Context: an optimization exercise on an open-source flow, tuned for a short achievable clock period and few clock cycles. The choices shown serve that exercise and are no tape-out recipe. Function was checked by simulation only, so behaviour that the tests miss may differ from the original. No activity file was given, so power comes from the tool's default toggle rates.

### flow/config.mk
export PLATFORM = sky130hd
export DESIGN_NAME = beebc_core
export DESIGN_NICKNAME = beebc_core
export VERILOG_FILES = /design/flow/design.v
export SDC_FILE = /design/flow/constraint.sdc
export NUM_CORES = 4
export LEC_CHECK = 0
export ABC_CLOCK_PERIOD_IN_PS = 2000
export CAP_MARGIN = 20
export CORE_MARGIN = 2
export CORE_UTILIZATION = 40
export SETUP_SLACK_MARGIN = 3.0
export SLEW_MARGIN = 20
### flow/constraint.sdc
create_clock -name core_clock -period 5.0 [get_ports {clk}]
set_input_delay 1.0000 -clock core_clock [delete_from_list [all_inputs] [get_ports {clk}]]
set_output_delay 1.0000 -clock core_clock [all_outputs]
set_load 0.01 [all_outputs]
### flow/design.v
module beebc_decoder (
    input  wire [3:0] opcode,
    output wire       is_lda,
    output wire       is_alu,    
    output wire       is_sub,
    output wire       is_sta,
    output wire       is_ldi,
    output wire       is_jmp,
    output wire       is_jc,
    output wire       is_jz,
    output wire       is_out,
    output wire       is_hlt
);
    assign is_lda = (opcode == 4'd1);
    assign is_alu = (opcode == 4'd2) | (opcode == 4'd3);
    assign is_sub = (opcode == 4'd3);
    assign is_sta = (opcode == 4'd4);
    assign is_ldi = (opcode == 4'd5);
    assign is_jmp = (opcode == 4'd6);
    assign is_jc  = (opcode == 4'd7);
    assign is_jz  = (opcode == 4'd8);
    assign is_out = (opcode == 4'd14);
    assign is_hlt = (opcode == 4'd15);
endmodule
module beebc_core (
    input  wire       clk,
    input  wire       rst,         
    output wire [3:0] mem_addr,
    input  wire [7:0] mem_rdata,
    output wire [7:0] mem_wdata,
    output wire       mem_we,
    output wire [7:0] out,
    output wire       out_strobe,
    output wire       halted
);
    reg  [7:0] xir;
    reg [15:0] x_oh;        
    reg        xv;          
    reg  [7:0] bop;         
    reg        bv;          
    reg  [7:0] fir;
    reg [15:0] f_oh;        
    reg        fv;          
    reg  [3:0] fpc;
    reg  [3:0] fpc1;        
    reg  [3:0] fpc2;        
    reg [15:0] fpc1_oh;     
    reg  [7:0] a;
    reg  [7:0] alu;
    reg  [7:0] out_r;
    reg        cf;
    reg        zf;
    reg        halted_r;    
    reg        halted_o;    
    reg        out_valid;   
    reg  [7:0] mc [0:15];
    reg [15:0] mv;
    reg  [3:0] pa;          
    reg [15:0] pa_oh;       
    reg        pwe;         
    reg        p_opnd;      
    reg        p_fill;      
    function [15:0] dec16;
        input [3:0] v;
        dec16 = 16'h0001 << v;
    endfunction
    function [15:0] rotl;
        input [15:0] v;
        rotl = {v[14:0], v[15]};
    endfunction
    function [7:0] sel8;
        input [15:0] oh;
        integer k;
        begin
            sel8 = 8'h00;
            for (k = 0; k < 16; k = k + 1)
                sel8 = sel8 | (mc[k] & {8{oh[k]}});
        end
    endfunction
    wire run = ~halted_r;
    wire rd  = ~pwe;
    wire [3:0] xn = xir[3:0];
    reg x_lda, x_alu, x_sub, x_sta, x_ldi, x_out, x_hlt;
    wire x_exec  = run & xv & ~((x_lda | x_alu) & ~bv) & ~(x_hlt & out_valid);
    wire advance = run & (~xv | x_exec);    
    wire [7:0] sum, dif;
    wire       s_co, d_co;
    beebc_add8 u_add (.x(a), .y(bop),  .ci(1'b0), .s(sum), .co(s_co));
    beebc_add8 u_sub (.x(a), .y(~bop), .ci(1'b1), .s(dif), .co(d_co));
    wire       ovf   = x_sub ? ~d_co : s_co;    
    wire [7:0] r     = x_sub ? dif : sum;
    wire       z_new = x_sub ? (a == bop) : ((a == 8'h00) & (bop == 8'h00));
    wire [7:0] alu_next = ovf ? alu : r;
    wire       x_flags = x_exec & x_alu;
    wire       cf_n  = x_flags ? ovf   : cf;
    wire       zf_n  = x_flags ? z_new : zf;
    wire        f_fill = ~fv & p_fill;
    wire        jv     = fv | f_fill;
    wire  [7:0] jir    = fv ? fir : mem_rdata;
    wire  [3:0] jn     = jir[3:0];
    wire [15:0] j_oh   = fv ? f_oh : dec16(mem_rdata[3:0]);
    wire j_lda, j_alu, j_sub, j_sta, j_ldi, j_jmp, j_jc, j_jz, j_out, j_hlt;
    beebc_decoder u_dj (
        .opcode (jir[7:4]),
        .is_lda (j_lda), .is_alu (j_alu), .is_sub (j_sub), .is_sta (j_sta),
        .is_ldi (j_ldi), .is_jmp (j_jmp), .is_jc  (j_jc),  .is_jz  (j_jz),
        .is_out (j_out), .is_hlt (j_hlt)
    );
    wire j_taken = j_jmp | (j_jc & cf_n) | (j_jz & zf_n);
    wire       m1_w = pwe & |(x_oh & j_oh);
    wire       m1_r = rd  & |(pa_oh & j_oh);
    wire       m1_v = |(mv & j_oh);
    wire [7:0] m1   = m1_w ? a : (m1_v ? sel8(j_oh) : mem_rdata);
    wire       m1ok = m1_w | m1_v | m1_r;
    wire       m2_w = pwe & |(x_oh & fpc1_oh);
    wire       m2_r = rd  & |(pa_oh & fpc1_oh);
    wire       m2_v = |(mv & fpc1_oh);
    wire [7:0] m2   = m2_w ? a : (m2_v ? sel8(fpc1_oh) : mem_rdata);
    wire       m2ok = m2_w | m2_v | m2_r;
    wire       j_self = j_sta & (jn == fpc1);
    wire halt_nx = halted_r | (x_exec & x_hlt);
    wire outv_nx = x_exec & x_out;
    wire       jd_sta  = j_sta & ~halt_nx;
    wire       jd_opnd = (j_lda | j_alu) & ~m1ok;
    wire [3:0] jn1     = jn + 4'd1;
    wire [3:0] pa_t    = (jd_sta | jd_opnd) ? jn : (~m1ok ? jn   : jn1);
    wire [3:0] pa_n    = (jd_sta | jd_opnd) ? jn : (~m2ok ? fpc1 : fpc2);
    wire       fill_t  = ~(jd_sta | jd_opnd) & ~m1ok;
    wire       fill_n  = ~(jd_sta | jd_opnd) & ~m2ok;
    wire       fv_h    = fv | f_fill;
    wire       hd_sta  = xv & x_sta & ~halt_nx;
    wire       hd_opnd = xv & (x_lda | x_alu) & ~bv & ~p_opnd;
    wire [3:0] pf_h    = |(mv & fpc1_oh) ? fpc2 : fpc1;
    wire [15:0] fpc_oh  = {fpc1_oh[0], fpc1_oh[15:1]};
    wire [15:0] fpc2_oh = rotl(fpc1_oh);
    wire [15:0] jn1_oh  = rotl(j_oh);
    wire [15:0] pa_t_oh = (jd_sta | jd_opnd) ? j_oh : (~m1ok ? j_oh    : jn1_oh);
    wire [15:0] pa_n_oh = (jd_sta | jd_opnd) ? j_oh : (~m2ok ? fpc1_oh : fpc2_oh);
    wire [15:0] pf_h_oh = |(mv & fpc1_oh) ? fpc2_oh : fpc1_oh;
    reg  [3:0] pa_nx;
    reg [15:0] pa_oh_nx;
    reg        pwe_nx, opnd_nx, fill_nx;
    always @(*) begin
        pa_nx = fpc; pa_oh_nx = fpc_oh;
        pwe_nx = 1'b0; opnd_nx = 1'b0; fill_nx = 1'b0;
        if (advance & jv) begin
            pwe_nx   = jd_sta;
            opnd_nx  = jd_opnd;
            pa_nx    = j_taken ? pa_t : pa_n;
            pa_oh_nx = j_taken ? pa_t_oh : pa_n_oh;
            fill_nx  = j_taken ? fill_t : fill_n;
        end else if (advance) begin
            pa_nx    = fpc;
            pa_oh_nx = fpc_oh;
            fill_nx  = 1'b1;
        end else begin
            if (hd_sta | hd_opnd) begin
                pa_nx    = xn;
                pa_oh_nx = x_oh;
                pwe_nx   = hd_sta;
                opnd_nx  = hd_opnd;
            end else if (~fv_h) begin
                pa_nx    = fpc;
                pa_oh_nx = fpc_oh;
                fill_nx  = 1'b1;
            end else begin
                pa_nx    = pf_h;
                pa_oh_nx = pf_h_oh;
            end
        end
    end
    always @(posedge clk) begin
        if (rst) begin
            mv <= 16'h0000;
        end else if (run) begin
            if (pwe)
                mc[pa] <= a;
            else
                mc[pa] <= mem_rdata;
            mv[pa] <= 1'b1;
        end
    end
    wire [7:0] fir_nx = j_taken ? m1 : m2;
    always @(posedge clk) begin
        if (rst) begin
            xv       <= 1'b0;
            fv       <= 1'b0;
            fpc      <= 4'h0;
            fpc1     <= 4'h1;
            fpc2     <= 4'h2;
            fpc1_oh  <= 16'h0002;
            a        <= 8'h00;
            alu      <= 8'h00;
            out_r    <= 8'h00;
            cf       <= 1'b0;
            zf       <= 1'b0;
            halted_r <= 1'b0;
            halted_o <= 1'b0;
            out_valid <= 1'b0;
            pa       <= 4'h0;
            pa_oh    <= 16'h0001;
            pwe      <= 1'b0;
            p_opnd   <= 1'b0;
            p_fill   <= 1'b1;
        end else begin
            out_valid <= outv_nx;
            if (run) begin
                pa     <= pa_nx;
                pa_oh  <= pa_oh_nx;
                pwe    <= pwe_nx;
                p_opnd <= opnd_nx;
                p_fill <= fill_nx;
                if (advance) begin
                    xir  <= jir;
                    x_lda <= j_lda;
                    x_alu <= j_alu;
                    x_sub <= j_sub;
                    x_sta <= j_sta;
                    x_ldi <= j_ldi;
                    x_out <= j_out;
                    x_hlt <= j_hlt;
                    x_oh <= j_oh;
                    xv   <= jv;
                    bop  <= m1;
                    bv   <= m1ok;
                    if (jv) begin
                        fir  <= fir_nx;
                        f_oh <= j_taken ? dec16(m1[3:0]) : dec16(m2[3:0]);
                        fv   <= j_taken ? m1ok : (m2ok & ~j_self);
                        if (j_taken) begin
                            fpc     <= jn;
                            fpc1    <= jn + 4'd1;
                            fpc2    <= jn + 4'd2;
                            fpc1_oh <= rotl(j_oh);
                        end else begin
                            fpc     <= fpc1;
                            fpc1    <= fpc2;
                            fpc2    <= fpc2 + 4'd1;
                            fpc1_oh <= rotl(fpc1_oh);
                        end
                    end
                    halted_o <= halt_nx | (jv & j_hlt & ~outv_nx);
                end else begin
                    if (p_opnd) begin
                        bop <= mem_rdata;
                        bv  <= 1'b1;
                    end
                    if (f_fill) begin
                        fir  <= mem_rdata;
                        f_oh <= dec16(mem_rdata[3:0]);
                        fv   <= 1'b1;
                    end
                    halted_o <= halt_nx | (xv & x_hlt & ~outv_nx);
                end
            end
            if (x_exec) begin
                if (x_lda) a <= bop;
                if (x_ldi) a <= {4'h0, xn};
                if (x_alu) begin
                    a   <= alu_next;
                    alu <= alu_next;
                    cf  <= ovf;
                    zf  <= z_new;
                end
                if (x_out) out_r <= a;
                if (x_hlt) halted_r <= 1'b1;
            end
        end
    end
    assign mem_addr   = pa;
    assign mem_wdata  = a;
    assign mem_we     = pwe;
    assign out        = out_r;
    assign out_strobe = out_valid;
    assign halted     = halted_o;
endmodule
module beebc_add8 (
    input  wire [7:0] x,
    input  wire [7:0] y,
    input  wire       ci,
    output wire [7:0] s,
    output wire       co
);
    wire [7:0] p = x ^ y;
    wire [7:0] g0 = {x[7:1] & y[7:1], (x[0] & y[0]) | (p[0] & ci)};
    wire [7:0] p0 = p;
    wire [7:0] g1, p1, g2, p2, g3;
    genvar i;
    generate
        for (i = 0; i < 8; i = i + 1) begin : l1
            if (i >= 1) begin : a
                assign g1[i] = g0[i] | (p0[i] & g0[i-1]);
                assign p1[i] = p0[i] & p0[i-1];
            end else begin : b
                assign g1[i] = g0[i];
                assign p1[i] = p0[i];
            end
        end
        for (i = 0; i < 8; i = i + 1) begin : l2
            if (i >= 2) begin : a
                assign g2[i] = g1[i] | (p1[i] & g1[i-2]);
                assign p2[i] = p1[i] & p1[i-2];
            end else begin : b
                assign g2[i] = g1[i];
                assign p2[i] = p1[i];
            end
        end
        for (i = 0; i < 8; i = i + 1) begin : l3
            if (i >= 4) begin : a
                assign g3[i] = g2[i] | (p2[i] & g2[i-4]);
            end else begin : b
                assign g3[i] = g2[i];
            end
        end
    endgenerate
    wire [7:0] c = {g3[6:0], ci};
    assign s  = p ^ c;
    assign co = g3[7];
endmodule
### flow/run.sh
#!/bin/bash
# synth_recipe.tcl (not shown) runs the flow's synth.tcl, then flattens the netlist and writes it again
# the make line also repeats each setting of config.mk as NAME=value (left out here)
make -C /OpenROAD-flow-scripts/flow DESIGN_CONFIG=/design/flow/config.mk WORK_HOME=/design/flow/orfs CLKGATE_MAP_FILE= SYNTH_SCRIPT=/design/flow/synth_recipe.tcl finish
==> results_dict.tcl, run 1 <==
set metrics [dict create \
    vias 16800 \
    grt_pass1_vias 15900 \
    antenna_left 0 \
    h-tree-depth 1 \
    synthArstFlopShare_pct 0 \
    cts_buffers 30 \
    grt_overflow 0 \
    ys_ff_latch 286 \
    syn_inst 1628 \
    r2r-start "bop[7]$_DFFE_PP_" \
    peakVddDrop_uv 320 \
    finish.utilization_pct 57.6 \
    place.gp.congestion 0.965 \
    die_area_um2 43000 \
    tns_ns 0 \
    clock_sinks 286 \
    grt_max_degree 58 \
    slew_headroom_pct 24.2 \
    cts-root-buf "clkbuf_16" \
    stdcell_area_um2 23500 \
    synth_area_leaders "edfxtp_1 34%, dfxtp_1 12%, a221oi_1 5.0%, nor2_1 3.6%, a22o_1 3.5%" \
    fin_crit_sh_pct 66.8 \
    clk_pin_slew_ns 0.06 \
    cp.required_ns 5.40 \
    worstMarginPinSlew_ns 1.14 \
    power_density_nw_per_um2 654 \
    yosysTopAreaCell "edfxtp_1" \
    die_h_um 207 \
    num_io_pins 33 \
    numPortBuffers 32 \
    initial_utilization_pct 40.5 \
    dp_hpwl_um 45200 \
    layout_min_cycle_time_ns 3.34 \
    slew_violations 0 \
    syn2layout_area_growth_pct 42.0 \
    seq_area_frac_synth_pct 46.0 \
    worstSetupPathType "register to register" \
    rr_worst_depth 14 \
    drc_errors 0 \
    dr.pass1.iters 6 \
    drtIter0Drc 2297 \
    ys_types 102 \
    layout-drive-gt1-share_pct 40.1 \
    holdPathStages 2 \
    synth_nets 1665 \
    startpoint "bop[7]$_DFFE_PP_" \
    leakagePower_uw 0.00847 \
    grt_pass1_wl_um 107000 \
    pre_cts_slack_ns 0.428 \
    grt_usage_pct 32.8 \
    routed_via_density 6.88 \
    antenna_found_initial 0 \
    fmax_ghz 0.300 \
    max_cap_viol_count 0 \
    fp-row-count 74 \
    clk_latency_ns 0.59 \
    nFillCells 3239 \
    rsz0062_at_grt "true" \
    cts_tree "done" \
    outcome "finished clean" \
    cp.arrival_ns 3.74 \
    die_w_um 207 \
    hp-class "register to register" \
    ys.flop_type "edfxtp_1" \
    avgSynthCellArea_um2 10.2 \
    endpoint_kind "register" \
    setup_viol 0 \
    critPathMaxFanout 8 \
    netlist_area_um2 16500 \
    finalHoldViolations 0 \
    cts.path.max_buffers 3 \
    core_area_um2 40800 \
    synth_edf_count 188 \
    wire_per_inst_um 30.4 \
    wl_um 74300 \
    skew_ns 0.0273 \
    postPlaceCellArea_um2 18000 \
    fin_ws_ns 1.66 \
    start_kind "register" \
    antenna_cells 0 \
    ys_warn_count 1 \
    hp-start "out_r[3]$_SDFFE_PP0P_" \
    synth_top_area_share_pct 34.1 \
    nets 1924 \
]
==> layout make-up <==
| class | count | area (um^2) | share of cell area [%] |
|---|---|---|---|
| timing repair buffer | 360 | 4090 | 17.4 |
| sequential | 286 | 7670 | 32.7 |
| inverter | 75 | 288 | 1.22 |
| clock buffer | 32 | 758 | 3.23 |
| tap | 532 | 666 | 2.83 |
| clock inverter | 24 | 303 | 1.29 |
| multi-input combinational | 1134 | 9720 | 41.4 |
==> layer usage <==
layer  wire length, um  track usage (%)
met1             27500             41.6
met2             33000             51.5
met3              8030             7.38
met4              5770             18.7
met5                 0                0
==> through the flow <==
| step | total power, uW | hold WS (ns) | cells |
|---|---|---|---|
| floorplan | 8040 | 0.436 | 1628 |
| finish | 15400 | 0.461 | 2443 |
| global placement | 9870 | 0.443 | 2123 |
| CTS | 14300 | 0.461 | 2390 |
| global route | 15900 | 0.473 | 2443 |
| detailed placement | 9940 | 0.450 | 2124 |
==> kinds of logic (layout without fill, tap and decap cells) <==
logic type               after synthesis  count (layout)  share of synthesized area (%)
flip-flops                           286             286                           46.0
XOR/XNOR                              14              14                          0.741
multiplexers                          86              86                           5.63
adder cells (fa/ha/maj)               27              27                           2.13
buffers and inverters                210             491                           5.76
AO/OA/AOI/OAI                        568             569                           27.0
AND/OR/NAND/NOR                      437             438                           12.8
==> registers in the layout (all words and copies together), names as in the netlist, 16 cells and up <==
signal	cells
f_oh	16
fpc1_oh	16
mc	128
mv	16
pa_oh	16
x_oh	16
==> report_power, final <==
part	leakage (uW)	internal, uW	total [uW]	switching, uW
combinational	0.00539	3990	9010	5020
sequential	0.00258	3240	3950	710
clock	0.000510	1420	2410	990
==> synthesized netlist by cell type, drive strengths merged (7+ instances only) <==
cell type and instances:
nor2 159, o211ai 9, a211oi 35, dfxtp 98, nand3 30, nand2b 12
xnor2 12, a22oi 45, nor2b 13, nor4 7, a211o 8, nand4 20
nand2 99, ha 25, a22o 67, mux2 36, a221oi 110, mux2i 49
and3 8, clkbuf 71, o32ai 11, inv 75, o221ai 18, o21ai 58
nand3b 9, edfxtp 188, o31ai 13, nor3 43, a31oi 16, a21oi 112
buf 64, o22ai 15
==> layout by cell type, fill, tap and decap left out, types with 11 or more instances in the layout <==
cell | synthesis | final
a22oi_1 | 45 | 45
dfxtp_2 | 0 | 11
dfxtp_1 | 98 | 73
mux2_2 | 35 | 23
dfxtp_4 | 0 | 14
mux2_4 | 0 | 13
nor2_4 | 0 | 26
o21ai_0 | 52 | 35
buf_4 | 6 | 191
a31oi_1 | 15 | 12
xnor2_1 | 12 | 12
a221oi_1 | 95 | 77
a211oi_1 | 35 | 17
nand2_2 | 1 | 13
buf_16 | 0 | 20
ha_1 | 25 | 17
buf_6 | 14 | 96
inv_2 | 4 | 12
nor3_1 | 41 | 26
nand3_1 | 29 | 28
nand4_1 | 20 | 20
inv_1 | 71 | 61
buf_12 | 0 | 39
o221ai_2 | 10 | 12
a21oi_1 | 108 | 74
clkbuf_16 | 0 | 31
a211oi_2 | 0 | 18
a21oi_2 | 4 | 30
nand2_1 | 97 | 83
a221oi_2 | 12 | 29
mux2i_1 | 48 | 40
nor2_1 | 158 | 124
edfxtp_1 | 188 | 188
a22o_1 | 67 | 67
==> what timing repair did <==
item,CTS,global route
hold buffers,0,0
pin swaps,88,63
gates cloned,22,3
setup buffers,188,50
resized for setup,428,109
hold endpoints to repair,0,0
setup endpoints to repair,473,244
==> worst paths after layout <==
kind	slack (ns)	to
setup / recovery	1.66	f_oh[6]$_DFFE_PP_
hold / removal	0.46	out_r[3]$_SDFFE_PP0P_
setup reg to reg	1.66	f_oh[6]$_DFFE_PP_
hold reg to reg	0.46	out_r[3]$_SDFFE_PP0P_
==> worst max-delay path, cell delays in order (launching register included) <==
cell and delay [ns]:
edfxtp_1 0.42, inv_1 0.06, ha_1 0.35, nor3b_1 0.17, a21oi_1 0.21, o2111a_2 0.30
a21oi_4 0.07, buf_4 0.14, o32ai_4 0.33, buf_4 0.23, a2111oi_4 0.05, a221oi_4 0.35
buf_4 0.19, nand3_4 0.11, o22ai_1 0.18
Testbench counts, summed over its fixed seeds: cycles 26,421.
==> inputs of run 2 (changes only) <==
--- a/flow/design.v
+++ b/flow/design.v
@@ -119,5 +119,5 @@
     wire       m2ok = m2_w | m2_v | m2_r;
     wire       j_self = j_sta & (jn == fpc1);
-    wire halt_nx = halted_r | (x_exec & x_hlt);
+    wire halt_nx = halted_r | halted_o | (x_exec & x_hlt);
     wire outv_nx = x_exec & x_out;
     wire       jd_sta  = j_sta & ~halt_nx;
@@ -182,4 +182,10 @@
     end
     wire [7:0] fir_nx = j_taken ? m1 : m2;
+    wire m1_hlt = m1ok & (m1[7:4] == 4'hf);
+    wire m2_hlt = m2ok & ~j_self & (m2[7:4] == 4'hf);
+    wire fa_hlt = j_taken ? m1_hlt : m2_hlt;
+    wire early_a = jv & ~((j_lda | j_alu) & ~m1ok) & ~j_sta & ~j_out & fa_hlt;
+    wire fh_hlt = fv ? (fir[7:4] == 4'hf) : (f_fill & (mem_rdata[7:4] == 4'hf));
+    wire early_h = xv & ~((x_lda | x_alu) & ~bv & ~p_opnd) & ~x_sta & ~x_out & fh_hlt;
     always @(posedge clk) begin
         if (rst) begin
@@ -240,5 +246,5 @@
                         end
                     end
-                    halted_o <= halt_nx | (jv & j_hlt & ~outv_nx);
+                    halted_o <= halt_nx | (((jv & j_hlt) | early_a) & ~outv_nx);
                 end else begin
                     if (p_opnd) begin
@@ -251,5 +257,5 @@
                         fv   <= 1'b1;
                     end
-                    halted_o <= halt_nx | (xv & x_hlt & ~outv_nx);
+                    halted_o <= halt_nx | (((xv & x_hlt) | early_h) & ~outv_nx);
                 end
             end
@@ -266,4 +272,7 @@
                 if (x_hlt) halted_r <= 1'b1;
             end
+            if (halted_o) halted_r <= 1'b1;
+            if (x_exec) begin
+            end
         end
     end
==> run 2 against run 1 <==
  * Largest power group unchanged
  * Critical path type unchanged
  * Via count decreased by 1.3%
  * Still clean
  * Global-route usage increased by 2.2 points
  * Worst setup slack got worse by 0.15 ns
  * Combinational power decreased by 22%
==> results_dict.tcl, run 2 <==
set metrics [dict create \
    outcome "finished clean" \
    largest_reg_flops 128 \
    dp_hpwl_um 47200 \
    worstSetupPathType "register to register" \
    clk_pin_slew_ns 0.06 \
    h-tree-depth 1 \
    routed_via_density 6.82 \
    crit_path_cell_trace "ha_2 -> inv_2 -> fa_2 -> nor3_4 -> o311ai_4 -> nand4b_1 -> o211ai_1 -> buf_4 -> buf_6 -> o21a_4 -> buf_12 -> mux2i_4 -> a221oi_4 -> or3b_4 -> o22ai_2" \
    hp-class "register to register" \
    synth_top_area_share_pct 34.3 \
    fp-row-count 74 \
    initial_utilization_pct 40.4 \
    leakagePower_uw 0.00823 \
    synthArstFlopShare_pct 0 \
    synth_nets 1704 \
    synthTopCellsByCount "188 x edfxtp_1, 144 x nand2_1, 140 x nor2_1" \
    antenna_left 0 \
    grt_overflow 0 \
    yosysTopAreaCell "edfxtp_1" \
    antenna_found_initial 3 \
    ys_warn_count 1 \
    critPathMaxFanout 4 \
    die_w_um 207 \
    numPortBuffers 32 \
    peakVddDrop_uv 387 \
    cp.arrival_ns 3.94 \
    synth_edf_count 188 \
    ys_types 94 \
    netlist_area_um2 16500 \
    die_area_um2 42800 \
    cts_tree "done" \
    place.gp.congestion 1.05 \
    grt_usage_pct 35.0 \
    cts_buffers 31 \
    cts-root-buf "clkbuf_16" \
    ys_ff_latch 286 \
    top_register "mc" \
    die_h_um 207 \
    worstMarginPinSlew_ns 1.14 \
    endpoint_kind "register" \
    cts.path.max_buffers 3 \
    cp.required_ns 5.45 \
    wire_per_inst_um 31.2 \
    ctsHoldBuffers 0 \
    vias 16600 \
    syn2layout_area_growth_pct 37.6 \
    cp_top_family "compound AO/OA/AOI/OAI gates" \
    start_kind "register" \
    layout_min_cycle_time_ns 3.49 \
    slew_headroom_pct 24.0 \
    avgSynthCellArea_um2 9.87 \
    grt_max_degree 64 \
    mostFrequentLayoutCells "188 x edfxtp_1, 166 x buf_4, 118 x nand2_1" \
    clock_sinks 286 \
    num_io_pins 33 \
    dr.pass1.iters 7 \
    fin_crit_sh_pct 69.8 \
    pre_cts_slack_ns 0.123 \
    nets 1911 \
    skew_ns 0.0229 \
    grt_pass1_vias 15800 \
    synth.most_common_cell "edfxtp_1" \
    tns_ns 0 \
    fin_ws_ns 1.51 \
    power_density_nw_per_um2 591 \
    drc_errors 0 \
    seq_area_frac_synth_pct 46.2 \
    slowest_delay_ns 0.46 \
    drtIter0Drc 2424 \
    setup_viol 0 \
    wl_um 76000 \
    crit_slowest_cell "or3b_4" \
    layout_commonest_cell "edfxtp_1" \
    path_buf_inv 4 \
    finalHoldViolations 0 \
    synth_area_leaders "edfxtp_1 34%, dfxtp_1 12%, mux2i_1 4.3%, a221oi_1 4.0%, a21oi_1 3.6%" \
    clk_latency_ns 0.61 \
    layout-drive-gt1-share_pct 35.9 \
    syn_inst 1667 \
    rsz0062_at_grt "true" \
    grt_pass1_wl_um 109000 \
    ys.flop_type "edfxtp_1" \
    slew_violations 0 \
    max_cap_viol_count 0 \
    fmax_ghz 0.286 \
    core_area_um2 40700 \
]
run 2: where the power goes:
| part | switching [uW] | internal (uW) |
|---|---|---|
| Clock | 1020 | 1300 |
| Combinational | 4080 | 2950 |
| Sequential | 782 | 3240 |
| Total | 5890 | 7500 |
run 2: logic make-up (layout without fill, tap and decap cells):
group	count (synthesis)	after routing	share of synthesized area [%]
adder cells (fa/ha/maj)	27	27	2.14
AND/OR/NAND/NOR	497	497	14.6
XOR/XNOR	13	13	0.692
flip-flops	286	286	46.2
other	0	3	0
multiplexers	89	89	5.58
AO/OA/AOI/OAI	565	568	25.0
buffers and inverters	190	419	5.74
run 2: timing repair:
action                                  CTS  global route
gates resized for setup                 400           132
endpoints found under the setup margin  481           238
cloned                                   16             1
pin swaps                                94            71
setup buffers                           153            35
run 2: worst min-delay path, cell delays in order (launching register included):
cell     delay (ns)
dfxtp_2        0.32
nand2_1        0.05
a21oi_1        0.05
run 2: final cells by class:
| cell class | count | area [um^2] |
|---|---|---|
| diodes | 3 | 7.51 |
| clock buffers | 36 | 795 |
| clock inverters | 22 | 211 |
| fillers | 3437 | 18100 |
| inverters | 45 | 183 |
| multi-input cells | 1194 | 9640 |
| flip-flops and latches | 286 | 7660 |
| well taps | 532 | 666 |
| repair buffers | 315 | 3470 |
| repair inverters | 1 | 5.00 |
run 2: layer usage:
metal / track usage [%] / part of all wire [%] / vias up
li1: - / - / 6927
met4: 21.1 / 7.9 / 2
met1: 42.2 / 36 / 8045
met3: 10.1 / 12 / 374
met2: 55.5 / 44 / 1243
met5: 0 / 0.012 / -
run 2: metrics by stage:
| step | utilization, % | std cells | instance area [um^2] | power (uW) | hold slack [ns] |
|---|---|---|---|---|---|
| finish | 55.6 | 2434 | 22600 | 13400 | 0.458 |
| global route | 55.6 | 2431 | 22600 | 13800 | 0.472 |
| CTS | 53.4 | 2395 | 21700 | 12500 | 0.460 |
| detailed placement | 44.0 | 2168 | 17900 | 8960 | 0.446 |
| global placement | 44.0 | 2168 | 17900 | 8930 | 0.442 |
| floorplan | - | 1667 | 17300 | 7190 | 0.436 |
run 2: final timing paths:
check | cells past startpoint | from | end | slack, ns
max | 15 | bop[0]$_DFFE_PP_ | f_oh[6]$_DFFE_PP_ | 1.51
min | 2 | out_r[4]$_SDFFE_PP0P_ | out_r[4]$_SDFFE_PP0P_ | 0.46
max reg2reg | 15 | bop[0]$_DFFE_PP_ | f_oh[6]$_DFFE_PP_ | 1.51
min reg2reg | 2 | out_r[4]$_SDFFE_PP0P_ | out_r[4]$_SDFFE_PP0P_ | 0.46
Testbench counts of run 2, summed over its fixed seeds: cycles 25,888.
==> inputs of run 3 (changes only) <==
--- a/flow/design.v
+++ b/flow/design.v
@@ -39,4 +39,5 @@
     reg  [7:0] bop;         
     reg        bv;          
+    reg x_lda, x_alu, x_sub, x_sta, x_ldi, x_out, x_hlt;    
     reg  [7:0] fir;
     reg [15:0] f_oh;        
@@ -46,4 +47,13 @@
     reg  [3:0] fpc2;        
     reg [15:0] fpc1_oh;     
+    reg        pend;        
+    reg        pkind;       
+    reg  [7:0] firb;
+    reg [15:0] fb_oh;
+    reg        fbv;
+    reg  [3:0] fpcb;
+    reg  [3:0] fpcb1;
+    reg  [3:0] fpcb2;
+    reg [15:0] fpcb1_oh;
     reg  [7:0] a;
     reg  [7:0] alu;
@@ -69,4 +79,8 @@
         rotl = {v[14:0], v[15]};
     endfunction
+    function [15:0] rotr;
+        input [15:0] v;
+        rotr = {v[0], v[15:1]};
+    endfunction
     function [7:0] sel8;
         input [15:0] oh;
@@ -81,7 +95,7 @@
     wire rd  = ~pwe;
     wire [3:0] xn = xir[3:0];
-    reg x_lda, x_alu, x_sub, x_sta, x_ldi, x_out, x_hlt;
     wire x_exec  = run & xv & ~((x_lda | x_alu) & ~bv) & ~(x_hlt & out_valid);
     wire advance = run & (~xv | x_exec);    
+    wire x_flags = x_exec & x_alu;          
     wire [7:0] sum, dif;
     wire       s_co, d_co;
@@ -92,9 +106,6 @@
     wire       z_new = x_sub ? (a == bop) : ((a == 8'h00) & (bop == 8'h00));
     wire [7:0] alu_next = ovf ? alu : r;
-    wire       x_flags = x_exec & x_alu;
-    wire       cf_n  = x_flags ? ovf   : cf;
-    wire       zf_n  = x_flags ? z_new : zf;
-    wire        f_fill = ~fv & p_fill;
-    wire        jv     = fv | f_fill;
+    wire        f_fill = ~fv & p_fill & ~pend;
+    wire        jv     = (fv & ~pend) | f_fill;
     wire  [7:0] jir    = fv ? fir : mem_rdata;
     wire  [3:0] jn     = jir[3:0];
@@ -107,5 +118,6 @@
         .is_out (j_out), .is_hlt (j_hlt)
     );
-    wire j_taken = j_jmp | (j_jc & cf_n) | (j_jz & zf_n);
+    wire j_pend  = x_flags & (j_jc | j_jz);
+    wire j_taken = j_jmp | (~x_flags & ((j_jc & cf) | (j_jz & zf)));
     wire       m1_w = pwe & |(x_oh & j_oh);
     wire       m1_r = rd  & |(pa_oh & j_oh);
@@ -119,4 +131,18 @@
     wire       m2ok = m2_w | m2_v | m2_r;
     wire       j_self = j_sta & (jn == fpc1);
+    wire       m2okf  = m2ok & ~j_self;
+    wire        psel    = pkind ? zf : cf;
+    wire [15:0] pa_fpc_oh  = rotr(fpc1_oh);
+    wire [15:0] pa_fpcb_oh = rotr(fpcb1_oh);
+    wire        pr_a    = rd & |(pa_oh & pa_fpc_oh);     
+    wire        pr_b    = rd & |(pa_oh & pa_fpcb_oh);    
+    wire        pv      = psel ? (fv | pr_a) : (fbv | pr_b);
+    wire  [7:0] pir     = psel ? (fv ? fir : mem_rdata) : (fbv ? firb : mem_rdata);
+    wire [15:0] p_oh    = psel ? (fv ? f_oh : dec16(mem_rdata[3:0]))
+                               : (fbv ? fb_oh : dec16(mem_rdata[3:0]));
+    wire  [3:0] ppc     = psel ? fpc  : fpcb;
+    wire  [3:0] ppc1    = psel ? fpc1 : fpcb1;
+    wire  [3:0] ppc2    = psel ? fpc2 : fpcb2;
+    wire [15:0] ppc1_oh = psel ? fpc1_oh : fpcb1_oh;
     wire halt_nx = halted_r | halted_o | (x_exec & x_hlt);
     wire outv_nx = x_exec & x_out;
@@ -125,16 +151,18 @@
     wire [3:0] jn1     = jn + 4'd1;
     wire [3:0] pa_t    = (jd_sta | jd_opnd) ? jn : (~m1ok ? jn   : jn1);
-    wire [3:0] pa_n    = (jd_sta | jd_opnd) ? jn : (~m2ok ? fpc1 : fpc2);
+    wire [3:0] pa_n    = (jd_sta | jd_opnd) ? jn : (~m2okf ? fpc1 : fpc2);
     wire       fill_t  = ~(jd_sta | jd_opnd) & ~m1ok;
-    wire       fill_n  = ~(jd_sta | jd_opnd) & ~m2ok;
+    wire       fill_n  = ~(jd_sta | jd_opnd) & ~m2okf;
+    wire [3:0] pa_p    = ~m2okf ? fpc1 : (~m1ok ? jn : fpc2);
     wire       fv_h    = fv | f_fill;
     wire       hd_sta  = xv & x_sta & ~halt_nx;
     wire       hd_opnd = xv & (x_lda | x_alu) & ~bv & ~p_opnd;
     wire [3:0] pf_h    = |(mv & fpc1_oh) ? fpc2 : fpc1;
-    wire [15:0] fpc_oh  = {fpc1_oh[0], fpc1_oh[15:1]};
+    wire [15:0] fpc_oh  = rotr(fpc1_oh);
     wire [15:0] fpc2_oh = rotl(fpc1_oh);
     wire [15:0] jn1_oh  = rotl(j_oh);
     wire [15:0] pa_t_oh = (jd_sta | jd_opnd) ? j_oh : (~m1ok ? j_oh    : jn1_oh);
-    wire [15:0] pa_n_oh = (jd_sta | jd_opnd) ? j_oh : (~m2ok ? fpc1_oh : fpc2_oh);
+    wire [15:0] pa_n_oh = (jd_sta | jd_opnd) ? j_oh : (~m2okf ? fpc1_oh : fpc2_oh);
+    wire [15:0] pa_p_oh = ~m2okf ? fpc1_oh : (~m1ok ? j_oh : fpc2_oh);
     wire [15:0] pf_h_oh = |(mv & fpc1_oh) ? fpc2_oh : fpc1_oh;
     reg  [3:0] pa_nx;
@@ -147,7 +175,16 @@
             pwe_nx   = jd_sta;
             opnd_nx  = jd_opnd;
-            pa_nx    = j_taken ? pa_t : pa_n;
-            pa_oh_nx = j_taken ? pa_t_oh : pa_n_oh;
-            fill_nx  = j_taken ? fill_t : fill_n;
+            if (j_pend) begin
+                pa_nx    = pa_p;
+                pa_oh_nx = pa_p_oh;
+            end else begin
+                pa_nx    = j_taken ? pa_t : pa_n;
+                pa_oh_nx = j_taken ? pa_t_oh : pa_n_oh;
+                fill_nx  = j_taken ? fill_t : fill_n;
+            end
+        end else if (advance & pend) begin
+            pa_nx    = pv ? ppc1 : ppc;
+            pa_oh_nx = pv ? ppc1_oh : rotr(ppc1_oh);
+            fill_nx  = ~pv;
         end else if (advance) begin
             pa_nx    = fpc;
@@ -170,4 +207,10 @@
         end
     end
+    wire m1_hlt  = m1ok & (m1[7:4] == 4'hf);
+    wire m2_hlt  = m2okf & (m2[7:4] == 4'hf);
+    wire fa_hlt  = ~j_pend & (j_taken ? m1_hlt : m2_hlt);
+    wire early_a = jv & ~((j_lda | j_alu) & ~m1ok) & ~j_sta & ~j_out & fa_hlt;
+    wire fh_hlt  = ~pend & (fv ? (fir[7:4] == 4'hf) : (f_fill & (mem_rdata[7:4] == 4'hf)));
+    wire early_h = xv & ~((x_lda | x_alu) & ~bv & ~p_opnd) & ~x_sta & ~x_out & fh_hlt;
     always @(posedge clk) begin
         if (rst) begin
@@ -181,15 +224,11 @@
         end
     end
-    wire [7:0] fir_nx = j_taken ? m1 : m2;
-    wire m1_hlt = m1ok & (m1[7:4] == 4'hf);
-    wire m2_hlt = m2ok & ~j_self & (m2[7:4] == 4'hf);
-    wire fa_hlt = j_taken ? m1_hlt : m2_hlt;
-    wire early_a = jv & ~((j_lda | j_alu) & ~m1ok) & ~j_sta & ~j_out & fa_hlt;
-    wire fh_hlt = fv ? (fir[7:4] == 4'hf) : (f_fill & (mem_rdata[7:4] == 4'hf));
-    wire early_h = xv & ~((x_lda | x_alu) & ~bv & ~p_opnd) & ~x_sta & ~x_out & fh_hlt;
+    wire       use_a  = j_taken | j_pend;      
+    wire [7:0] fir_nx = use_a ? m1 : m2;
     always @(posedge clk) begin
         if (rst) begin
             xv       <= 1'b0;
             fv       <= 1'b0;
+            pend     <= 1'b0;
             fpc      <= 4'h0;
             fpc1     <= 4'h1;
@@ -218,5 +257,7 @@
                 p_fill <= fill_nx;
                 if (advance) begin
-                    xir  <= jir;
+                    xir   <= jir;
+                    x_oh  <= j_oh;
+                    xv    <= jv;
                     x_lda <= j_lda;
                     x_alu <= j_alu;
@@ -226,13 +267,13 @@
                     x_out <= j_out;
                     x_hlt <= j_hlt;
-                    x_oh <= j_oh;
-                    xv   <= jv;
-                    bop  <= m1;
-                    bv   <= m1ok;
+                    bop   <= m1;
+                    bv    <= m1ok;
                     if (jv) begin
                         fir  <= fir_nx;
-                        f_oh <= j_taken ? dec16(m1[3:0]) : dec16(m2[3:0]);
-                        fv   <= j_taken ? m1ok : (m2ok & ~j_self);
-                        if (j_taken) begin
+                        f_oh <= use_a ? dec16(m1[3:0]) : dec16(m2[3:0]);
+                        fv   <= use_a ? m1ok : m2okf;
+                        pend <= j_pend;
+                        pkind <= j_jz;
+                        if (use_a) begin
                             fpc     <= jn;
                             fpc1    <= jn + 4'd1;
@@ -245,4 +286,20 @@
                             fpc1_oh <= rotl(fpc1_oh);
                         end
+                        firb     <= m2;
+                        fb_oh    <= dec16(m2[3:0]);
+                        fbv      <= m2okf;
+                        fpcb     <= fpc1;
+                        fpcb1    <= fpc2;
+                        fpcb2    <= fpc2 + 4'd1;
+                        fpcb1_oh <= rotl(fpc1_oh);
+                    end else if (pend) begin
+                        fir     <= pir;
+                        f_oh    <= p_oh;
+                        fv      <= pv;
+                        pend    <= 1'b0;
+                        fpc     <= ppc;
+                        fpc1    <= ppc1;
+                        fpc2    <= ppc2;
+                        fpc1_oh <= ppc1_oh;
                     end
                     halted_o <= halt_nx | (((jv & j_hlt) | early_a) & ~outv_nx);
@@ -273,6 +330,4 @@
             end
             if (halted_o) halted_r <= 1'b1;
-            if (x_exec) begin
-            end
         end
     end
==> run 3 against run 2 <==
  * Critical path type is now primary input to register
  * Wire length rose by 49%
  * Still clean
  * Combinational power rose by 130%
  * Synthesized cell count rose by 29%
  * Count of clock-buffer cells in the layout rose by 13
  * Critical path depth fell by 2
  * Highest routed layer unchanged
  * Register-to-register slack improved by 0.12 ns
  * Via count rose by 41%
==> results_dict.tcl, run 3 <==
set metrics [dict create \
    hp-class "register to register" \
    cts.path.max_buffers 3 \
    grt_max_degree 65 \
    synth_nets 2192 \
    cp.arrival_ns 3.91 \
    cp.required_ns 5.48 \
    antenna_found_initial 5 \
    tns_ns 0 \
    clock_sinks 341 \
    drc_errors 0 \
    mostFrequentLayoutCells "290 x buf_4, 242 x edfxtp_1, 143 x nor2_1" \
    grt_pass1_vias 22000 \
    power_density_nw_per_um2 800 \
    synth_top_area_share_pct 35.0 \
    setup_viol 0 \
    cp_top_family "simple AND/OR/NAND/NOR gates" \
    crit_slowest_cell "or4_4" \
    ys_types 98 \
    synth_edf_count 242 \
    path_depth 13 \
    rsz0062_at_grt "true" \
    skew_ns 0.0176 \
    ys_ff_latch 341 \
    netlist_area_um2 20800 \
    fmax_ghz 0.291 \
    cts_buffers 40 \
    routed_via_density 7.24 \
    vias 23400 \
    nets 2555 \
    num_io_pins 33 \
    initial_utilization_pct 40.5 \
    leakagePower_uw 0.0111 \
    hp-start "out_r[5]$_SDFFE_PP0P_" \
    rr_worst_depth 15 \
    wl_met1_um 39700 \
    top_register "mc" \
    ys.flop_type "edfxtp_1" \
    drtIter0Drc 3862 \
    grt_overflow 0 \
    top_layer "met5" \
    critPathMaxFanout 6 \
    wire_per_inst_um 35.1 \
    outcome "finished clean" \
    postPlaceCellArea_um2 23000 \
    holdPathStages 2 \
    slowest_delay_ns 0.56 \
    clk_pin_slew_ns 0.06 \
    synth_area_leaders "edfxtp_1 35%, dfxtp_1 9.5%, a221oi_1 3.9%, nor2_1 3.8%, a21oi_1 3.7%" \
    fp-row-count 83 \
    layout_commonest_cell "buf_4" \
    finalHoldViolations 0 \
    syn2layout_area_growth_pct 46.3 \
    path_buf_inv 4 \
    yosysTopAreaCell "edfxtp_1" \
    worstMarginPinSlew_ns 1.05 \
    peakVddDrop_uv 437 \
    synthArstFlopShare_pct 0 \
    die_w_um 232 \
    synth.most_common_cell "edfxtp_1" \
    layout-drive-gt1-share_pct 41.9 \
    crit_path_cell_trace "buf_8 -> buf_12 -> buf_8 -> nand2b_4 -> nor3_2 -> buf_4 -> a22oi_1 -> nand3_1 -> a21oi_1 -> nand3_1 -> a22oi_2 -> or4_4 -> o41ai_4" \
    numPortBuffers 32 \
    clk_latency_ns 0.60 \
    max_cap_viol_count 0 \
    wl_met3_um 15900 \
    dp_hpwl_um 70200 \
    slew_headroom_pct 29.5 \
    startpoint "mem_rdata[2]" \
    cts-root-buf "clkbuf_16" \
    fin_crit_sh_pct 68.7 \
    start_kind "primary input" \
    worstSetupPathType "primary input to register" \
    largest_reg_flops 128 \
    r2r-start "fv$_SDFFE_PP0P_" \
    seq_area_frac_synth_pct 44.5 \
    synthTopCellsByCount "242 x edfxtp_1, 211 x nor2_1, 163 x nand2_1" \
    die_area_um2 53800 \
    h-tree-depth 2 \
    wl_um 113000 \
    die_h_um 232 \
    dr.pass1.iters 8 \
    cts_tree "done" \
    whs_ns 0.464 \
    ys_warn_count 1 \
    layout_min_cycle_time_ns 3.43 \
    grt_usage_pct 40.7 \
    stdcell_area_um2 30400 \
    antenna_left 0 \
    avgSynthCellArea_um2 9.65 \
    syn_inst 2155 \
    ctsHoldBuffers 0 \
    grt_pass1_wl_um 158000 \
    endpoint_kind "register" \
    met2WireLength_um 46700 \
    place.gp.congestion 1.06 \
    core_area_um2 51300 \
    slew_violations 0 \
]
==> run 3: changes by cell type after synthesis, moves of 19 or more <==
cell	before	now
nor2_1	140	211
edfxtp_1	188	242
nand2_1	144	163
a211oi_1	20	44
a22oi_1	61	87
a21oi_1	120	155
clkbuf_1	89	129
o21ai_0	59	109
o22ai_1	16	36
mux4_2	0	21
==> run 3: final timing paths <==
kind / to / slack (ns)
worst max register to register: halted_o$_SDFFE_PP0N_ / 1.63
worst max-delay path: halted_o$_SDFFE_PP0N_ / 1.57
worst min-delay path: out_r[5]$_SDFFE_PP0P_ / 0.46
worst min register to register: out_r[5]$_SDFFE_PP0P_ / 0.46
==> run 3: per-layer routing <==
metal | GRT usage [%] | vias up
li1 | - | 9261
met2 | 59.9 | 2237
met5 | 0.0919 | -
met4 | 27.8 | 8
met1 | 50.6 | 11200
met3 | 13.2 | 743
==> run 3: worst register-to-register path, cell delays in order (launching register included) <==
cell,delay (ns)
dfxtp_4,0.36
buf_12,0.15
buf_6,0.24
nor2b_4,0.13
o211a_1,0.18
a2111oi_4,0.37
o211ai_1,0.21
buf_4,0.21
buf_6,0.12
buf_12,0.14
buf_8,0.14
nor2_4,0.12
buf_6,0.13
nand2_1,0.05
a31oi_1,0.48
o41ai_4,0.19
==> run 3: cells by family after synthesis <==
kind of cell / synth area share (%)
compound gates: 27.3
flops: 44.5
xor+xnor: 0.716
fa+ha+maj: 1.70
mux: 6.43
simple gates: 14.4
buf+inv: 5.00
==> run 3: area by class of cell <==
| type | instances | area [um^2] |
|---|---|---|
| Antenna cell | 6 | 15.0 |
| Clock buffer | 49 | 1070 |
| Clock inverter | 21 | 186 |
| Fill cell | 4115 | 20900 |
| Inverter | 63 | 275 |
| Multi-Input combinational cell | 1574 | 13200 |
| Sequential cell | 341 | 9360 |
| Tap cell | 680 | 851 |
| Timing Repair Buffer | 498 | 5470 |
==> run 3: repair_timing <==
item / CTS / global route
pin swaps: 119 / 131
buffers inserted: 232 / 85
gates resized for setup: 597 / 190
gates cloned: 25 / 3
setup endpoints to repair: 531 / 419
==> run 3: report_power, final <==
part           switching (uW)  leakage (uW)  internal (uW)
clock network            1260      0.000615           1670
logic                    9200       0.00741           6950
registers                1080       0.00311           4180
==> run 3: per-stage QoR <==
step           utilization, %  setup WS, ns  power [uW]  cells
2_1_floorplan               -          1.64       11500   2155
5_1_grt                  59.3          1.46       24800   3226
3_3_place_gp             44.9         0.154       15200   2811
4_1_cts                  56.0          1.68       21700   3138
6_report                 59.3          1.57       24300   3232
3_5_place_dp             44.9        0.0845       15300   2811
Testbench counts of run 3, summed over its fixed seeds: cycles 26,474.
==> inputs of run 4 (changes only) <==
--- a/flow/design.v
+++ b/flow/design.v
@@ -107,8 +107,8 @@
     wire [7:0] alu_next = ovf ? alu : r;
     wire        f_fill = ~fv & p_fill & ~pend;
-    wire        jv     = (fv & ~pend) | f_fill;
-    wire  [7:0] jir    = fv ? fir : mem_rdata;
+    wire        jv     = fv & ~pend;
+    wire  [7:0] jir    = fir;
     wire  [3:0] jn     = jir[3:0];
-    wire [15:0] j_oh   = fv ? f_oh : dec16(mem_rdata[3:0]);
+    wire [15:0] j_oh   = f_oh;
     wire j_lda, j_alu, j_sub, j_sta, j_ldi, j_jmp, j_jc, j_jz, j_out, j_hlt;
     beebc_decoder u_dj (
@@ -187,8 +187,11 @@
             pa_oh_nx = pv ? ppc1_oh : rotr(ppc1_oh);
             fill_nx  = ~pv;
-        end else if (advance) begin
+        end else if (advance & ~f_fill) begin
             pa_nx    = fpc;
             pa_oh_nx = fpc_oh;
             fill_nx  = 1'b1;
+        end else if (advance) begin
+            pa_nx    = pf_h;
+            pa_oh_nx = pf_h_oh;
         end else begin
             if (hd_sta | hd_opnd) begin
@@ -293,4 +296,8 @@
                         fpcb2    <= fpc2 + 4'd1;
                         fpcb1_oh <= rotl(fpc1_oh);
+                    end else if (f_fill) begin
+                        fir  <= mem_rdata;
+                        f_oh <= dec16(mem_rdata[3:0]);
+                        fv   <= 1'b1;
                     end else if (pend) begin
                         fir     <= pir;
==> run 4 against run 3 <==
  * Utilization decreased by 0.71 points
  * Wire length fell by 17%
  * First-iteration DRC count is 8.2% lower
  * Non-clock buffer count is 58 lower
  * Synthesized cell count is 9.0% lower
  * Hold slack worse by 0.0028 ns
  * Clock power grew 9.9%
  * Final area decreased by 6.1%
  * Largest cell class unchanged
==> results_dict.tcl, run 4 <==
set metrics [dict create \
    cp.arrival_ns 3.27 \
    initial_utilization_pct 40.4 \
    antenna_cells 0 \
    avgSynthCellArea_um2 10.0 \
    synth_top_area_share_pct 36.9 \
    synth_area_leaders "edfxtp_1 37%, dfxtp_1 10%, mux2i_1 5.4%, a221oi_1 4.9%, a22o_1 4.5%" \
    numPortBuffers 32 \
    netlist_area_um2 19700 \
    setup_viol 0 \
    cts_tree "done" \
    drtIter0Drc 3545 \
    whs_ns 0.461 \
    layout_commonest_cell "edfxtp_1" \
    dr.pass1.iters 7 \
    stdcell_area_um2 28600 \
    peakVddDrop_uv 388 \
    rsz0062_at_grt "true" \
    grt_pass1_wl_um 134000 \
    synth_nets 1997 \
    clk_pin_slew_ns 0.06 \
    max_cap_viol_count 0 \
    h-tree-depth 2 \
    die_w_um 226 \
    die_area_um2 51000 \
    regArea_um2 9370 \
    start_kind "register" \
    core_area_um2 48700 \
    largest_reg_flops 128 \
    grt_overflow 0 \
    synth.most_common_cell "edfxtp_1" \
    place.gp.congestion 1.04 \
    tns_ns 0 \
    leakagePower_uw 0.0104 \
    num_io_pins 33 \
    wire_per_inst_um 31.6 \
    layout_min_cycle_time_ns 2.93 \
    cts-root-buf "clkbuf_16" \
    slew_violations 0 \
    ctsHoldBuffers 0 \
    power_density_nw_per_um2 727 \
    nFillCells 3852 \
    wl_um 94300 \
    syn_inst 1960 \
    mostFrequentLayoutCells "242 x edfxtp_1, 236 x buf_4, 150 x nor2_1" \
    die_h_um 226 \
    grt_usage_pct 36.1 \
    clock_sinks 341 \
    ys_types 94 \
    ys_warn_count 1 \
    hp-class "register to register" \
    antenna_left 0 \
    clk_latency_ns 0.62 \
    antenna_found_initial 0 \
    synthTopCellsByCount "242 x edfxtp_1, 189 x nor2_1, 179 x nand2_1" \
    cp.required_ns 5.34 \
    worstSetupPathType "register to register" \
    fmax_ghz 0.341 \
    dp_hpwl_um 52700 \
    top_register "mc" \
    multi_input_area_um2 11900 \
    cts.path.max_buffers 3 \
    synth_edf_count 242 \
    endpoint_kind "register" \
    grt_max_degree 44 \
    grt_pass1_vias 19300 \
    fp-row-count 81 \
    skew_ns 0.0346 \
    syn2layout_area_growth_pct 45.0 \
    layout-drive-gt1-share_pct 41.0 \
    routed_via_density 6.93 \
    fin_crit_sh_pct 58.7 \
    postPlaceCellArea_um2 21300 \
    nets 2325 \
    slew_headroom_pct 15.6 \
    seq_area_frac_synth_pct 47.0 \
    drc_errors 0 \
    worstMarginPinSlew_ns 1.25 \
    vias 20700 \
    critPathMaxFanout 5 \
    ys.flop_type "edfxtp_1" \
    outcome "finished clean" \
    yosysTopAreaCell "edfxtp_1" \
    finalHoldViolations 0 \
    synthArstFlopShare_pct 0 \
    cts_buffers 41 \
    ys_ff_latch 341 \
]
run 4: critical path: stages (launching register included):
cell and delay (ns):
edfxtp_1 0.58, a22o_1 0.30, a221oi_4 0.25, nand4_4 0.14, buf_12 0.18, buf_12 0.13, mux2_4 0.31, a21oi_4 0.24
buf_4 0.17, buf_6 0.10, a21oi_4 0.04, o22ai_2 0.12, a21oi_2 0.09
run 4: layout make-up:
class / count / share of cell area, %
flip-flops and latches: 341 / 32.8
inverters: 36 / 0.670
well taps: 664 / 2.91
clock buffers: 49 / 3.95
clock inverters: 26 / 1.06
repair buffers: 440 / 16.7
repair inverters: 1 / 0.0263
multi-input cells: 1427 / 41.8
run 4: worst paths after layout:
check	start	endpoint	slack (ns)	cells past startpoint
setup / recovery	f_oh[15]$_DFFE_PP_	fir[1]$_DFFE_PP_	2.07	12
hold / removal	out_r[2]$_SDFFE_PP0P_	out_r[2]$_SDFFE_PP0P_	0.46	2
setup reg to reg	f_oh[15]$_DFFE_PP_	fir[1]$_DFFE_PP_	2.07	12
hold reg to reg	out_r[2]$_SDFFE_PP0P_	out_r[2]$_SDFFE_PP0P_	0.46	2
run 4: what timing repair did:
| item | CTS | global route |
|---|---|---|
| pin swaps | 146 | 112 |
| gates cloned | 23 | 3 |
| resized for setup | 557 | 143 |
| endpoints found under the setup margin | 548 | 444 |
| buffers inserted | 276 | 49 |
run 4: metrics by stage:
| stage | utilization, % | setup WS (ns) | total power [uW] | std cells |
|---|---|---|---|---|
| 2_1_floorplan | - | 1.97 | 9950 | 1960 |
| 3_3_place_gp | 43.7 | 1.06 | 12100 | 2558 |
| 3_5_place_dp | 43.7 | 0.994 | 12100 | 2558 |
| 4_1_cts | 56.2 | 2.14 | 19200 | 2932 |
| 5_1_grt | 58.6 | 2.04 | 21200 | 2984 |
| 6_report | 58.6 | 2.07 | 20800 | 2984 |
run 4: kinds of logic (layout without fill, tap and decap cells):
group	Yosys count	after routing	share of synthesized area, %
simple gates	548	562	12.9
flops	341	341	47.0
compound gates	673	674	24.7
xor+xnor	18	18	0.800
buf+inv	207	552	4.78
mux	146	146	8.09
fa+ha+maj	27	27	1.79
run 4: layer usage:
| layer | track usage [%] | wire [um] | vias to the layer above |
|---|---|---|---|
| met3 | 10.8 | 13000 | 515 |
| met2 | 53.5 | 39200 | 1819 |
| met1 | 47.2 | 34300 | 10000 |
| met4 | 20.0 | 7810 | 0 |
| met5 | 0 | 0 | - |
| li1 | - | - | 8347 |
run 4: report_power, final:
group	internal (uW)	switching (uW)	total (uW)
Combinational	5780	7030	12800
Clock	1880	1330	3220
Sequential	3900	843	4740
Testbench counts of run 4, summed over its fixed seeds: cycles 27,735.

==> afterwards: timing with drivers on the ports <==
Ports are ideal in the flow. The routed layouts listed here were re-timed in OpenROAD.
Step 1 sets driving cells, clkbuf_16 on the clock port and buf_2 on the other inputs (assumed; they add their load-dependent delay and slew).
Step 2, shift: input delay + t, output delay - t, t = (earliest + latest rising clock arrival at the registers) / 2. This alone moves slack from input paths to output paths.
Three values: ideal ports, drivers, drivers and shift; two values: the first two.
run | shift t [ns] | setup slack, ns | worst setup path at the end | clock arrival spread, ns | cell pins on the clock port's net
run 1 | 0.631 | 1.662 / 1.662 / 1.054 | input to register | 0.027 / 0.027 | 1
run 2 | 0.665 | 1.510 / 1.510 / 0.899 | input to register | 0.023 / 0.023 | 1
run 3 | 0.651 | 1.566 / 1.530 / 0.879 | input to register | 0.017 / 0.018 | 1
run 4 | 0.661 | 2.067 / 2.067 / 1.666 | input to register | 0.034 / 0.035 | 1
After both steps setup and hold are still met in every run listed. For run 3, which loses most, drivers alone change the setup slack by -0.036 ns; drivers and shift together by -0.687 ns.
